Source: an optimization exercise on an open RTL-to-GDS flow (aim: small area). Production flows keep margins and buffers that such runs may drop. The RTL of this run was laid out without a check of its function. No activity file was given, so power comes from the tool's default toggle rates.

[flow/flow/run.sh]
#!/bin/bash
# The standard layout, with the smallest buffer on each input and output port.
set -euo pipefail
export BUFFER_PORTS_ARGS="-buffer_cell sky130_fd_sc_hd__buf_1"
bash standard.sh > standard_flow.log 2>&1
[flow/standard.sh]
#!/bin/bash
# synth_recipe.tcl (not shown) runs the flow's synth.tcl, then flattens the netlist and writes it again
# the make line also repeats each setting of config.mk as NAME=value (left out here)
make -C /OpenROAD-flow-scripts/flow DESIGN_CONFIG=/design/flow/config.mk WORK_HOME=/design/flow/orfs CLKGATE_MAP_FILE= SYNTH_SCRIPT=/design/flow/synth_recipe.tcl "${@:-finish}"
[flow/config.mk]
export PLATFORM = sky130hd
export DESIGN_NAME = ssd1675a_ctrl
export DESIGN_NICKNAME = ssd1675a_ctrl
export VERILOG_FILES = /design/flow/design.v
export SDC_FILE = /design/flow/constraint.sdc
export NUM_CORES = 4
export LEC_CHECK = 0
export CAP_MARGIN = 20
export CORE_MARGIN = 2
export CORE_UTILIZATION = 40
export PLACE_DENSITY = 0.6
export SLEW_MARGIN = 20
[flow/constraint.sdc]
create_clock -name core_clock -period 10.0 [get_ports {clk}]
set_input_delay 2.0000 -clock core_clock [delete_from_list [all_inputs] [get_ports {clk}]]
set_output_delay 2.0000 -clock core_clock [all_outputs]
set_load 0.01 [all_outputs]
[flow/design.v]
module ssd1675a_cfg_rom(pa, kind, val);
  input [6:0] pa;
  wire [6:0] pa;
  output [1:0] kind;
  wire [1:0] kind;
  output [7:0] val;
  wire [7:0] val;
  wire _000_;
  wire _001_;
  wire _002_;
  wire _003_;
  wire _004_;
  wire _005_;
  wire _006_;
  wire _007_;
  wire _008_;
  wire _009_;
  wire _010_;
  wire _011_;
  wire _012_;
  wire _013_;
  wire _014_;
  wire _015_;
  wire _016_;
  wire _017_;
  wire _018_;
  wire _019_;
  wire _020_;
  wire _021_;
  wire _022_;
  wire _023_;
  wire _024_;
  wire _025_;
  wire _026_;
  wire _027_;
  wire _028_;
  wire _029_;
  wire _030_;
  wire _031_;
  wire _032_;
  wire _033_;
  wire _034_;
  wire _035_;
  wire _036_;
  wire _037_;
  wire _038_;
  wire _039_;
  wire _040_;
  wire _041_;
  wire _042_;
  wire _043_;
  wire _044_;
  wire _045_;
  wire _046_;
  wire _047_;
  wire _048_;
  wire _049_;
  wire _050_;
  wire _051_;
  wire _052_;
  wire _053_;
  wire _054_;
  wire _055_;
  wire _056_;
  wire _057_;
  wire _058_;
  wire _059_;
  wire _060_;
  wire _061_;
  wire _062_;
  wire _063_;
  wire _064_;
  wire _065_;
  wire _066_;
  wire _067_;
  wire _068_;
  wire _069_;
  wire _070_;
  wire _071_;
  wire _072_;
  wire _073_;
  wire _074_;
  wire _075_;
  wire _076_;
  wire _077_;
  wire _078_;
  wire _079_;
  wire _080_;
  wire _081_;
  wire _082_;
  wire _083_;
  wire _084_;
  wire _085_;
  wire _086_;
  wire _087_;
  wire _088_;
  wire _089_;
  wire _090_;
  wire _091_;
  wire _092_;
  wire _093_;
  wire _094_;
  wire _095_;
  wire _096_;
  wire _097_;
  wire _098_;
  wire _099_;
  wire _100_;
  wire _101_;
  wire _102_;
  wire _103_;
  wire _104_;
  wire _105_;
  wire _106_;
  wire _107_;
  wire _108_;
  wire _109_;
  wire _110_;
  wire _111_;
  wire _112_;
  wire _113_;
  wire _114_;
  wire _115_;
  wire _116_;
  wire _117_;
  wire _118_;
  wire _119_;
  wire _120_;
  wire _121_;
  wire _122_;
  wire _123_;
  wire _124_;
  wire _125_;
  wire _126_;
  wire _127_;
  wire _128_;
  wire _129_;
  wire _130_;
  wire _131_;
  wire _132_;
  wire _133_;
  wire _134_;
  wire _135_;
  wire _136_;
  wire _137_;
  wire _138_;
  wire _139_;
  wire _140_;
  wire _141_;
  wire _142_;
  wire _143_;
  wire _144_;
  wire _145_;
  wire _146_;
  wire _147_;
  wire _148_;
  wire _149_;
  wire _150_;
  wire _151_;
  wire _152_;
  wire _153_;
  wire _154_;
  wire _155_;
  wire _156_;
  wire _157_;
  wire _158_;
  wire _159_;
  wire _160_;
  wire _161_;
  wire _162_;
  wire _163_;
  wire _164_;
  wire _165_;
  wire _166_;
  wire _167_;
  wire _168_;
  wire _169_;
  wire _170_;
  wire _171_;
  wire _172_;
  wire _173_;
  wire _174_;
  wire _175_;
  wire _176_;
  wire _177_;
  wire _178_;
  wire _179_;
  wire _180_;
  wire _181_;
  wire _182_;
  wire _183_;
  wire _184_;
  wire _185_;
  wire _186_;
  wire _187_;
  wire _188_;
  wire _189_;
  wire _190_;
  wire _191_;
  wire _192_;
  wire _193_;
  wire _194_;
  wire _195_;
  wire _196_;
  wire _197_;
  wire _198_;
  wire _199_;
  wire _200_;
  wire _201_;
  wire _202_;
  wire _203_;
  wire _204_;
  wire _205_;
  wire _206_;
  wire _207_;
  wire _208_;
  wire _209_;
  assign _174_ = 4'h4 >> { _173_, pa[6] };
  assign _175_ = 4'h4 >> { _174_, _166_ };
  assign _176_ = 4'h1 >> { _175_, _143_ };
  assign _177_ = 4'h8 >> { _176_, pa[5] };
  assign _178_ = 4'h8 >> { _156_, _076_ };
  assign _179_ = 4'h8 >> { pa[4], pa[0] };
  assign _180_ = 4'h4 >> { pa[5], pa[3] };
  assign _181_ = 4'h4 >> { _180_, pa[2] };
  assign _182_ = 4'h2 >> { _181_, _179_ };
  assign _183_ = 4'h4 >> { _182_, _178_ };
  assign _184_ = 4'h8 >> { _183_, _171_ };
  assign _185_ = 4'h8 >> { pa[4], pa[1] };
  assign _186_ = 4'h1 >> { _185_, pa[0] };
  assign _187_ = 4'h8 >> { _185_, pa[0] };
  assign _188_ = 4'h1 >> { _187_, _186_ };
  assign _189_ = 4'h2 >> { _188_, _156_ };
  assign _190_ = 4'h1 >> { _160_, _137_ };
  assign _191_ = 4'h2 >> pa[5:4];
  assign _192_ = 4'h2 >> { _191_, _151_ };
  assign _193_ = 4'h4 >> { _192_, _190_ };
  assign _194_ = 4'h1 >> { _193_, _189_ };
  assign _195_ = 4'h1 >> { _194_, pa[3] };
  assign _196_ = 4'h1 >> { _195_, _184_ };
  assign _197_ = 4'h4 >> { _196_, _177_ };
  assign val[6] = 4'h2 >> { _197_, _141_ };
  assign _198_ = 4'h2 >> { _179_, pa[6] };
  assign _199_ = 4'h2 >> { val[6], _183_ };
  assign _200_ = 4'h1 >> { _199_, _198_ };
  assign _201_ = 4'h8 >> { _180_, _108_ };
  assign _202_ = 4'h1 >> { _201_, _193_ };
  assign _203_ = 4'h4 >> { _202_, _178_ };
  assign _204_ = 4'h1 >> { _203_, pa[0] };
  assign _205_ = 4'h1 >> { pa[5], pa[3] };
  assign _206_ = 4'h4 >> { _205_, pa[2] };
  assign _207_ = 4'h8 >> { _206_, pa[4] };
  assign _208_ = 4'h4 >> { _207_, pa[1] };
  assign _209_ = 4'h1 >> { _208_, _204_ };
  assign _000_ = 4'h8 >> pa[6:5];
  assign _001_ = 4'h1 >> pa[6:5];
  assign _002_ = 4'h1 >> { _001_, _000_ };
  assign _003_ = 4'h8 >> { _002_, _209_ };
  assign _004_ = 4'h2 >> { pa[3], pa[0] };
  assign _005_ = 4'h1 >> { _004_, pa[4] };
  assign _006_ = 4'h1 >> { pa[6], pa[3] };
  assign _007_ = 4'h8 >> { _006_, pa[4] };
  assign _008_ = 4'h2 >> { _007_, _190_ };
  assign _009_ = 4'h4 >> { _008_, _005_ };
  assign _010_ = 4'h2 >> { _147_, _141_ };
  assign _011_ = 4'h4 >> { _160_, pa[4] };
  assign _012_ = 4'h1 >> { pa[3], pa[0] };
  assign _013_ = 4'h8 >> { _012_, _000_ };
  assign _014_ = 4'h1 >> { pa[5], pa[1] };
  assign _015_ = 4'h8 >> { _135_, pa[3] };
  assign _016_ = 4'h4 >> { _015_, _014_ };
  assign _017_ = 4'h1 >> { _016_, _013_ };
  assign _018_ = 4'h4 >> { _017_, _191_ };
  assign _019_ = 4'h1 >> { _018_, _011_ };
  assign _020_ = 4'h1 >> { _019_, _010_ };
  assign _021_ = 4'h1 >> { _020_, _009_ };
  assign _022_ = 4'h4 >> { _021_, _003_ };
  assign _023_ = 4'h2 >> { _188_, pa[4] };
  assign _024_ = 4'h1 >> { _023_, _135_ };
  assign _025_ = 4'h2 >> { _024_, _022_ };
  assign _026_ = 4'h2 >> { pa[4], pa[0] };
  assign _027_ = 4'h2 >> { _026_, pa[6] };
  assign _028_ = 4'h4 >> { _027_, _022_ };
  assign _029_ = 4'h1 >> { _028_, _025_ };
  assign _030_ = 4'h4 >> { _029_, _206_ };
  assign _031_ = 4'h2 >> { _030_, _200_ };
  assign _032_ = 4'h1 >> { _179_, _162_ };
  assign _033_ = 4'h1 >> { _032_, _031_ };
  assign _034_ = 4'h2 >> { _033_, _022_ };
  assign _035_ = 4'h8 >> { _145_, pa[2] };
  assign _036_ = 4'h8 >> { _035_, _157_ };
  assign _037_ = 4'h1 >> { _006_, pa[2] };
  assign _038_ = 4'h1 >> { _037_, _036_ };
  assign _039_ = 4'h8 >> { _038_, _034_ };
  assign _040_ = 4'h1 >> { _039_, _200_ };
  assign _041_ = 4'h2 >> { _038_, _034_ };
  assign _042_ = 4'h4 >> { _209_, _176_ };
  assign _043_ = 4'h4 >> { _042_, _041_ };
  assign val[5] = 4'h1 >> { _043_, _040_ };
  assign _044_ = 4'h4 >> { _139_, pa[3] };
  assign _045_ = 4'h4 >> { _156_, pa[4] };
  assign _046_ = 4'h1 >> { _045_, _000_ };
  assign _047_ = 4'h4 >> { _046_, _207_ };
  assign _048_ = 4'h4 >> { _047_, _044_ };
  assign _049_ = 4'h1 >> { _048_, _170_ };
  assign _050_ = 4'h2 >> { _049_, _173_ };
  assign _051_ = 4'h4 >> { pa[0], pa[2] };
  assign _052_ = 4'h1 >> { _051_, _050_ };
  assign _053_ = 4'h8 >> { _137_, pa[4] };
  assign _054_ = 4'h1 >> { _053_, val[6] };
  assign _055_ = 4'h2 >> { _054_, pa[3] };
  assign _056_ = 4'h2 >> { _055_, _198_ };
  assign val[4] = 4'h2 >> { _056_, _052_ };
  assign _057_ = 4'h2 >> { _017_, _128_ };
  assign val[3] = 4'he >> { _057_, _166_ };
  assign _058_ = 4'h8 >> { _206_, _151_ };
  assign val[2] = 4'h2 >> { _058_, _034_ };
  assign _059_ = 4'h8 >> { _034_, _167_ };
  assign _060_ = 4'h1 >> { _118_, pa[6] };
  assign _061_ = 4'h2 >> { _060_, _209_ };
  assign _062_ = 4'h1 >> { _145_, pa[5] };
  assign _063_ = 4'h4 >> { _062_, _061_ };
  assign _064_ = 4'h4 >> { pa[4], pa[2] };
  assign _065_ = 4'h4 >> { _064_, _017_ };
  assign _066_ = 4'h2 >> { _206_, _150_ };
  assign _067_ = 4'h8 >> { _066_, _176_ };
  assign _068_ = 4'h1 >> { _067_, _065_ };
  assign _069_ = 4'h4 >> { _068_, _063_ };
  assign _070_ = 4'h1 >> { _167_, pa[5] };
  assign _071_ = 4'h4 >> { _070_, _069_ };
  assign _072_ = 4'h4 >> { _071_, _034_ };
  assign _073_ = 4'h2 >> { _148_, pa[0] };
  assign _074_ = 4'h4 >> { _073_, _072_ };
  assign _075_ = 4'h1 >> { _153_, _135_ };
  assign _077_ = 4'h1 >> { _075_, _009_ };
  assign _078_ = 4'h1 >> { _205_, _168_ };
  assign _079_ = 4'h8 >> { _149_, pa[6] };
  assign _080_ = 4'h2 >> { _079_, _078_ };
  assign _081_ = 4'h8 >> { _080_, _077_ };
  assign _082_ = 4'h2 >> { pa[5], pa[3] };
  assign _083_ = 4'h8 >> { _082_, _108_ };
  assign _084_ = 4'h2 >> { _180_, pa[6] };
  assign _085_ = 4'h4 >> { _084_, _035_ };
  assign _086_ = 4'h4 >> { _085_, _083_ };
  assign _088_ = 4'h2 >> { _086_, pa[1] };
  assign _089_ = 4'h4 >> { _079_, _078_ };
  assign _090_ = 4'h1 >> { _089_, _179_ };
  assign _091_ = 4'h4 >> { _090_, _088_ };
  assign _092_ = 4'h4 >> { _091_, _081_ };
  assign _093_ = 4'h1 >> { _082_, _145_ };
  assign _094_ = 4'h2 >> { _093_, _052_ };
  assign _095_ = 4'h8 >> { _205_, pa[4] };
  assign _096_ = 4'h4 >> { _095_, _052_ };
  assign _097_ = 4'h1 >> { _096_, pa[6] };
  assign _099_ = 4'h4 >> { _097_, _094_ };
  assign _100_ = 4'h1 >> { _099_, _092_ };
  assign _101_ = 4'h4 >> { _100_, _074_ };
  assign val[1] = 4'he >> { _101_, _059_ };
  assign _102_ = 4'h2 >> { _077_, _076_ };
  assign _103_ = 4'h8 >> { _075_, _167_ };
  assign _104_ = 4'h1 >> { pa[0], pa[1] };
  assign _105_ = 4'h1 >> { _104_, pa[6] };
  assign _106_ = 4'h1 >> { _105_, _108_ };
  assign _107_ = 4'h1 >> { _106_, _103_ };
  assign _109_ = 4'h4 >> { _107_, _102_ };
  assign _110_ = 4'h1 >> { _109_, _087_ };
  assign val[0] = 4'h1 >> { _110_, _069_ };
  assign _111_ = 4'h8 >> { _034_, _161_ };
  assign _112_ = 4'h8 >> { _104_, pa[5] };
  assign _113_ = 4'h4 >> { _112_, _202_ };
  assign _114_ = 4'h2 >> { _186_, _181_ };
  assign _115_ = 4'h8 >> { _167_, _150_ };
  assign _116_ = 4'h2 >> { _115_, pa[6] };
  assign _117_ = 4'h4 >> { _116_, _114_ };
  assign _119_ = 4'h4 >> { _117_, _113_ };
  assign _120_ = 4'h2 >> { _004_, pa[1] };
  assign _121_ = 4'h2 >> { _120_, _156_ };
  assign _122_ = 4'h8 >> { _104_, _082_ };
  assign _123_ = 4'h1 >> { _122_, _201_ };
  assign _124_ = 4'h4 >> { _123_, _121_ };
  assign _125_ = 4'h4 >> { _124_, _049_ };
  assign _126_ = 4'h1 >> { _125_, _119_ };
  assign kind[1] = 4'he >> { _126_, _111_ };
  assign _127_ = 4'h8 >> { _126_, _138_ };
  assign _129_ = 4'h2 >> { _127_, pa[5] };
  assign _130_ = 4'h4 >> { _129_, _029_ };
  assign _131_ = 4'h8 >> { _127_, _029_ };
  assign _132_ = 4'h1 >> { _131_, _130_ };
  assign kind[0] = 4'h4 >> { _132_, _031_ };
  assign _133_ = 4'h8 >> { _114_, _075_ };
  assign _134_ = 4'h8 >> { _102_, _159_ };
  assign val[7] = 4'he >> { _134_, _133_ };
  assign _076_ = 4'h8 >> { pa[3], pa[1] };
  assign _087_ = 4'h2 >> { _076_, pa[6] };
  assign _098_ = 4'h8 >> { _087_, pa[2] };
  assign _108_ = 4'h1 >> { pa[4], pa[2] };
  assign _118_ = 4'h1 >> { pa[3], pa[1] };
  assign _128_ = 4'h2 >> { _118_, _108_ };
  assign _135_ = 4'h8 >> { pa[6], pa[0] };
  assign _136_ = 4'h4 >> { _135_, _128_ };
  assign _137_ = 4'h4 >> { pa[1], pa[2] };
  assign _138_ = 4'h1 >> { pa[4], pa[0] };
  assign _139_ = 4'h8 >> { _138_, _137_ };
  assign _140_ = 4'h1 >> { _139_, _136_ };
  assign _141_ = 4'h4 >> { _140_, _098_ };
  assign _142_ = 4'h4 >> { pa[6], pa[4] };
  assign _143_ = 4'h1 >> { _142_, pa[0] };
  assign _144_ = 4'h1 >> { _137_, pa[5] };
  assign _145_ = 4'h1 >> pa[4:3];
  assign _146_ = 4'h4 >> { _145_, pa[2] };
  assign _147_ = 4'h1 >> { _146_, _144_ };
  assign _148_ = 4'h4 >> { _118_, pa[2] };
  assign _149_ = 4'h4 >> { pa[4], pa[1] };
  assign _150_ = 4'h2 >> { pa[4], pa[1] };
  assign _151_ = 4'h1 >> { _150_, _149_ };
  assign _152_ = 4'h2 >> { _151_, pa[0] };
  assign _153_ = 4'h1 >> { _152_, pa[6] };
  assign _154_ = 4'h8 >> { _153_, _148_ };
  assign _155_ = 4'h2 >> { _145_, pa[0] };
  assign _156_ = 4'h2 >> { pa[5], pa[2] };
  assign _157_ = 4'h2 >> { pa[6], pa[1] };
  assign _158_ = 4'h8 >> { _157_, _156_ };
  assign _159_ = 4'h4 >> { _158_, _155_ };
  assign _160_ = 4'h2 >> { pa[1], pa[2] };
  assign _161_ = 4'h2 >> pa[4:3];
  assign _162_ = 4'h4 >> { _161_, pa[0] };
  assign _163_ = 4'h8 >> { _162_, _160_ };
  assign _164_ = 4'h1 >> { _163_, _159_ };
  assign _165_ = 4'h4 >> { _164_, _154_ };
  assign _166_ = 4'h1 >> { _165_, _147_ };
  assign _167_ = 4'h4 >> pa[3:2];
  assign _168_ = 4'h8 >> { _167_, pa[5] };
  assign _169_ = 4'h4 >> { _168_, _151_ };
  assign _170_ = 4'h8 >> { pa[3], pa[0] };
  assign _171_ = 4'h8 >> { _170_, _156_ };
  assign _172_ = 4'h8 >> { _171_, _151_ };
  assign _173_ = 4'h1 >> { _172_, _169_ };
endmodule
module ssd1675a_ctrl (
    input  wire        clk,
    input  wire        rst,
    input  wire        cmd_valid,
    output wire        cmd_ready,
    input  wire [3:0]  cmd_opc,
    input  wire [7:0]  cmd_code,
    input  wire        cmd_has_payload,
    input  wire [15:0] cmd_len,
    input  wire [7:0]  cmd_x0,
    input  wire [7:0]  cmd_x1,
    input  wire [15:0] cmd_y0,
    input  wire [15:0] cmd_y1,
    input  wire        dat_valid,
    output wire        dat_ready,
    input  wire [7:0]  dat_byte,
    output reg         done,
    output wire [2:0]  status,
    output reg         seq_ready,
    output reg         spi_sclk,
    output wire        spi_mosi,
    output wire        spi_cs_n,
    output reg         spi_dc,
    output reg         panel_rst_n,
    input  wire        panel_busy
);
    localparam [1:0] K_SP = 2'd0, K_DC = 2'd1, K_CF = 2'd2, K_DF = 2'd3;
    localparam V_STR = 0, V_CODE = 1, V_WAIT = 2, V_DLY = 3, V_END = 4, V_FLAG = 5, V_IFOP = 6;
    localparam [6:0] A_INIT = 7'd0, A_WIN = 7'd96, A_CNT = 7'd105, A_WAITI = 7'd116,
                     A_SCMD = 7'd118, A_SEND = 7'd120, A_SDATA = 7'd121;
    localparam [6:0] A_XS = 7'd97, A_XE = 7'd98, A_YSL = 7'd100, A_YSH = 7'd101,
                     A_YEL = 7'd102, A_YEH = 7'd103, A_CX = 7'd106, A_CYL = 7'd108,
                     A_CYH = 7'd109;
    localparam [2:0] S_IDLE = 3'b100, S_NEXT = 3'b101, S_WAIT = 3'b110, S_DLY = 3'b111,
                     S_LOAD = 3'b000, S_SHIFT = 3'b001, S_TAIL = 3'b010;
    reg  [2:0]  st;
    reg  [6:0]  pa;       
    reg  [25:0] R;
    reg  [8:0]  sh;       
    reg         opnd;     
    reg         show;     
    wire [1:0] kind;
    wire [7:0] val;
    ssd1675a_cfg_rom u_rom (.pa(pa), .kind(kind), .val(val));
    wire sp     = (kind == K_SP);
    wire is_str = sp && val[V_STR];
    assign cmd_ready = (st == S_IDLE);
    assign status    = pa[2:0];
    assign spi_mosi  = sh[8];
    assign spi_cs_n  = st[2];
    assign dat_ready = (st == S_LOAD) && is_str && show;
    wire last_bit = sh[7] && (sh[6:0] == 7'd0);
    wire r_zero   = (R[15:0] == 16'd0);
    wire l_zero   = (R[8:0] == 9'd0);
    wire [15:0] r_dec = R[15:0] - 16'd1;
    wire [6:0]  pa_inc = pa + 7'd1;
    reg [7:0] ebyte;
    always @* begin
        ebyte = val;
        if (is_str) ebyte = show ? dat_byte : 8'hFF;
        else if (opnd) begin
            case (pa)
                A_XS:  ebyte = {4'd0, R[11:8]};
                A_XE:  ebyte = {4'd0, R[15:12]};
                A_YSL: ebyte = R[7:0];
                A_YSH: ebyte = {7'd0, R[24]};
                A_YEL: ebyte = R[23:16];
                A_YEH: ebyte = {7'd0, R[25]};
                A_CX:  ebyte = R[23:16];
                A_CYL: ebyte = R[7:0];
                A_CYH: ebyte = R[15:8];
                default: ebyte = val;
            endcase
        end
    end
    wire needs_ready = (cmd_opc == 4'd4) || (cmd_opc == 4'd5) || (cmd_opc == 4'd7) || (cmd_opc == 4'd8);
    wire refused     = (cmd_opc > 4'd8) || (needs_ready && !seq_ready);
    wire bad_window  = (cmd_x1[7:4] != 4'd0) || (cmd_x0[7:4] != 4'd0) || (cmd_x0[3:0] > cmd_x1[3:0]) ||
                       (cmd_y1 > 16'd295) || (cmd_y0[15:9] != 7'd0) || (cmd_y0[8:0] > cmd_y1[8:0]);
    wire bad_size    = (cmd_len != 16'd4736);
    reg [6:0] start_pa;
    always @* begin
        case (cmd_opc)
            4'd0:    start_pa = A_SCMD;
            4'd1:    start_pa = A_SDATA;
            4'd2:    start_pa = cmd_has_payload ? A_SEND : A_SCMD;
            4'd3:    start_pa = A_WAITI;
            4'd5:    start_pa = A_CNT;
            4'd6:    start_pa = A_INIT;
            default: start_pa = A_WIN;
        endcase
    end
    always @(posedge clk) begin
        done <= 1'b0;
        case (st)
            S_IDLE: begin
                sh   <= {cmd_code, 1'b1};
                opnd <= (cmd_opc == 4'd4) || (cmd_opc == 4'd5);
                show <= (cmd_opc != 4'd7);
                R[25:16] <= (cmd_opc == 4'd5) ? {2'b00, cmd_x0} : {cmd_y1[8], cmd_y0[8], cmd_y1[7:0]};
                if (cmd_opc == 4'd4)      R[15:0] <= {cmd_x1[3:0], cmd_x0[3:0], cmd_y0[7:0]};
                else if (cmd_opc == 4'd5) R[15:0] <= cmd_y0;
                else if (cmd_opc == 4'd7) R[15:0] <= 16'd4736;
                else                      R[15:0] <= cmd_len;
                if (cmd_valid) begin
                    if (refused) begin
                        done <= 1'b1; pa <= 7'd7;
                    end else if (cmd_opc == 4'd4 && bad_window) begin
                        done <= 1'b1; pa <= 7'd4;
                    end else if (cmd_opc == 4'd8 && bad_size) begin
                        done <= 1'b1; pa <= 7'd3;
                    end else begin
                        pa <= start_pa;
                        st <= S_NEXT;
                    end
                end
            end
            S_NEXT: begin
                if (!sp || val[V_CODE]) begin
                    st     <= S_LOAD;
                    spi_dc <= kind[0];
                end else if (val[V_STR]) begin
                    spi_dc <= 1'b1;
                    if (r_zero) begin
                        pa <= pa_inc;
                        st <= S_TAIL;
                    end else
                        st <= S_LOAD;
                end else if (val[V_WAIT]) begin
                    R[15:0] <= 16'd50 << 9;
                    pa <= pa_inc;
                    st <= S_WAIT;
                end else if (val[V_DLY]) begin
                    R[15:0] <= 16'd20 << 9;
                    panel_rst_n <= val[V_FLAG];
                    pa <= pa_inc;
                    st <= S_DLY;
                end else begin
                    if (val[V_IFOP] && !opnd)
                        pa <= pa_inc;
                    else begin
                        done <= 1'b1;
                        pa   <= 7'd0;
                        if (val[V_FLAG]) seq_ready <= 1'b1;
                        st   <= S_IDLE;
                    end
                end
            end
            S_LOAD: begin
                if (is_str) begin
                    if (!show || dat_valid) begin
                        sh <= {ebyte, 1'b1};
                        R[15:0] <= r_dec;
                        st <= S_SHIFT;
                    end
                end else begin
                    if (!val[V_CODE] || !sp) sh <= {ebyte, 1'b1};
                    pa <= pa_inc;
                    st <= S_SHIFT;
                end
            end
            S_SHIFT: begin
                spi_sclk <= !spi_sclk;
                if (spi_sclk) begin
                    if (!last_bit)
                        sh <= {sh[7:0], 1'b0};
                    else if (kind == K_DC)
                        st <= S_LOAD;
                    else if (is_str && spi_dc) begin
                        if (r_zero) begin
                            pa <= pa_inc;
                            st <= S_TAIL;
                        end else
                            st <= S_LOAD;
                    end else
                        st <= S_TAIL;
                end
            end
            S_TAIL: begin
                st <= S_NEXT;
            end
            S_WAIT, S_DLY: begin
                R[15:0] <= l_zero ? (r_dec & ~16'd12) : r_dec;
                if (st == S_DLY) begin
                    if (r_zero) st <= S_NEXT;
                end else if (l_zero) begin
                    if (!panel_busy)
                        st <= S_NEXT;
                    else if (r_zero) begin
                        done <= 1'b1;
                        pa <= 7'd2;
                        seq_ready <= 1'b0;
                        st <= S_IDLE;
                    end
                end
            end
            default: st <= S_IDLE;
        endcase
        if (rst) begin
            st          <= S_IDLE;
            done        <= 1'b0;
            seq_ready   <= 1'b0;
            panel_rst_n <= 1'b1;
            spi_sclk    <= 1'b0;
        end
    end
endmodule
==> qor.yml <==
outcome:
  status: "complete, no violations"
cts:
  clock-sinks: 52
  cts.htree.levels: 2
  cts-hold-fix-buffers: 0
  cts_tree: "built"
  post_cts_resized: 0
  clk_pin_slew_ns: 0.08
  cts_root_buffer: "clkbuf_16"
  cts_made_buffers: 5
  clock_latency_ns: 0.32
  cts_buffer_depth: 2
  post_cts_buffers: 0
sta:
  layout_setup_ws_ns: 3.67
  period_needed_ns: 6.33
  fmax_mhz: 158
  rsz0062_at_grt: "no"
  fin_crit_sh_pct: 63.3
  slew_viol_final: 0
  finClkSkew_ns: 0.0180
  hold_viol: 0
  setup_tns_ns: 0
  maxSlewHeadroom_pct: 31.1
  worst_pin_slew_ns: 1.03
  finalSetupViolations: 0
power:
  p_seq_share_pct: 23.9
  ir_worst_vdd_v: 0.000136
  p_per_area_nw_per_um2: 357
  swShare_pct: 53.8
  p_int_mw: 1.01
  p_sw_mw: 1.18
  power_frac_clock_pct: 8.5
  power.leakage_nw: 2.14
  comb_power_share_pct: 67.6
hold_path:
  hold_path_class: "flop to flop"
  hold_depth: 2
yosys:
  synth_top_area_share_pct: 24.6
  yosys.area.top_type: "edfxtp_1"
  synthFlopType: "edfxtp_1"
  yosys_warnings: 1
  synthXorXnorAreaFrac_pct: 2.07
  synthSimpleGateAreaFrac_pct: 25.9
  async_flop_share_pct: 0
  yosys-top-cells-area: "edfxtp_1 (25%), ha_1 (5.9%), nand2_1 (4.8%), o21ai_0 (4.6%), a21oi_1 (3.9%)"
  ys_ff_latch: 52
  synthAdderAreaFrac_pct: 5.91
  synth_area_sq_um: 5500
  synth_edf_count: 45
  synthMuxAreaShare_pct: 1.73
  synth_compound_area_share_pct: 31.0
  synth_top_family_by_area: "compound AO/OA/AOI/OAI gates"
  syn_nets: 810
  postSynthCellCount: 694
  syn_avg_cell_area_sq_um: 7.93
  synth.distinct_cells: 85
  yosysSeqAreaShare_pct: 27.1
critical_path:
  end_kind: "primary output"
  arrival_ns: 4.33
  crit_fanout: 20
  worstPathRequired_ns: 8.00
  reg2regPathDepth: 12
  criticalPathCategory: "flop to primary output"
  start_kind: "flop"
grt:
  grt_pass1_vias: 5701
  grt_usage_pct: 27.1
  grt-ovfl-total: 0
  grt_pass1_wl_mm: 31.0
  antenna_found_initial: 0
  grt_start_max_net_pins: 41
placement:
  gp_congestion: 0.981
  post-dp-hpwl_mm: 15.5
  place_ws_ns: 4.04
  port_buffers: 101
floorplan:
  dieHeight_um: 121
  fp-row-count: 42
  die-width_um: 121
  die-area_sq_um: 14700
  io_pins: 102
  start_util_pct: 41.2
  core_sq_um: 13300
detailed_routing:
  wl_per_cell_um: 21.1
  viasPerCell: 6.34
  route.vias.total: 5994
  remaining_drc_errors: 0
  routed_wl_mm: 19.9
  drtAntennaViolNets: 0
  firstDrtPassIters: 6
  drt-initial-drc-count: 629
final_layout:
  finalNetCount: 885
  drive_gt1_share_pct: 6.10
  fillers: 1381
  syn_to_final_growth_pct: 11.6
  diodes: 0
  multi_input_area_sq_um: 3680
  seqCellArea_sq_um: 1490
job:
  drv_cap: 0
layout by cell type (no fill, tap or decap), types with 9 or more instances in the layout:
cell type / netlist / routed
buf_1: 3 / 101
nand2_1: 70 / 70
nor2_1: 52 / 52
o21ai_0: 51 / 51
edfxtp_1: 45 / 45
a21oi_1: 43 / 42
inv_1: 31 / 31
nand3_1: 28 / 28
ha_1: 26 / 26
nor3_1: 17 / 17
a22oi_1: 15 / 15
o22ai_1: 14 / 14
a211oi_1: 13 / 13
nor2b_1: 12 / 12
nand2b_1: 11 / 11
buf_4: 5 / 11
nand4_1: 10 / 10
nor4_1: 10 / 10
o31ai_1: 9 / 9
o211ai_1: 9 / 9
and3_1: 9 / 9
cell type report:
class                   instances  area share [%]
clock buffers                   5            2.04
multi-input cells             563            60.0
clock inverters                 3           0.448
flip-flops and latches         52            24.3
inverters                      35            2.14
well taps                     176            3.59
repair buffers                112            7.52
per-layer routing:
layer | vias to the layer above | track usage (%) | routed length (um)
li1 | 2838 | - | -
met1 | 2805 | 37.8 | 9040
met2 | 317 | 42.0 | 8770
met3 | 34 | 5.59 | 1610
met4 | 0 | 8.41 | 537
met5 | - | 0 | 0
cells in the mapped netlist, types with 8 or more instances:
library cell  count
nand2_1          70
nor2_1           52
o21ai_0          51
edfxtp_1         45
a21oi_1          43
inv_1            31
nand3_1          28
ha_1             26
clkbuf_1         24
nor3_1           17
a22oi_1          15
o22ai_1          14
a211oi_1         13
nor2b_1          12
nand2b_1         11
buf_2            10
nand4_1          10
nor4_1           10
and3_1            9
o211ai_1          9
o31ai_1           9
o21a_1            8
power groups by stage:
stage	Clock [mW]	Combinational, mW	Sequential, mW
6_report	0.187	1.48	0.525
5_1_grt	0.198	1.62	0.542
4_1_cts	0.190	1.45	0.523
3_5_place_dp	0	1.45	0.528
3_3_place_gp	0	1.46	0.525
2_1_floorplan	0	1.06	0.482
flip-flops by register name, summed over array words and instances, names as in the netlist, 3 cells and up:
| signal | count |
|---|---|
| R | 26 |
| st | 3 |
| pa | 7 |
| sh | 9 |
worst max-delay path, cell delays in order (launching register included):
cell and delay (ns):
edfxtp_1 0.81, inv_1 0.32, ha_1 0.53, nor2b_1 0.29, a2bb2oi_1 0.12, o221a_2 0.32, a211o_1 0.37, a21boi_0 0.16
o221ai_2 0.26, nor3b_2 0.23, buf_4 0.25, nand2_1 0.09, nor2_1 0.10, buf_1 0.16
per-stage QoR:
step / cell area, sq um / cells / hold slack (ns) / util [%] / total power, mW
CTS: 6140 / 946 / 0.514 / 46.0 / 2.17
floorplan: 5500 / 694 / 0.511 / - / 1.54
detailed placement: 5990 / 938 / 0.493 / 44.8 / 1.98
global route: 6140 / 946 / 0.520 / 46.0 / 2.36
finish: 6140 / 946 / 0.500 / 46.0 / 2.20
global placement: 5990 / 938 / 0.464 / 44.8 / 1.98
worst paths after layout:
| path | startpoint | to | slack, ns |
|---|---|---|---|
| min reg2reg | panel_rst_n | panel_rst_n | 0.50 |
| max | pa[1] | dat_ready | 3.67 |
| min | panel_rst_n | panel_rst_n | 0.50 |
| max reg2reg | pa[1] | pa[4] | 4.65 |
logic make-up (layout without fill, tap and decap cells):
family,Yosys count,after routing
AOI/OAI and AO/OA,244,244
xor gates and xnor gates,13,13
adders and majority gates,26,26
buffers and inverters,79,155
DFF,52,52
muxes,9,9
and+or+nand+nor,271,271

static timing again, ports no longer ideal:
The flow's constraints put no driver on any port. The routed layout listed below was extracted and timed again, unchanged, in two steps. Step 1: set_driving_cell puts a clkbuf_16 on clk and a buf_2 on each other input, an assumption about the parent block. Step 2 adds t to the input delays and takes it off the output delays; t is the mean of the earliest and latest rising clock arrival at the registers after step 1. Input paths then give back, and output paths get back, about the clock's delay inside the block. Slacks: no drivers / after step 1 / after step 2; pairs: no drivers / after step 1.
shift t [ns]: 0.350
slack for setup (ns): 3.668 / 3.627 / 3.977
worst hold slack (ns): 0.500 / 0.500 / 0.500
worst register clock-pin slew, ns: 0.09 / 0.09
After both steps this run still meets setup and hold. The setup slack of this run moves by -0.041 ns with the drivers and by +0.309 ns with both steps.
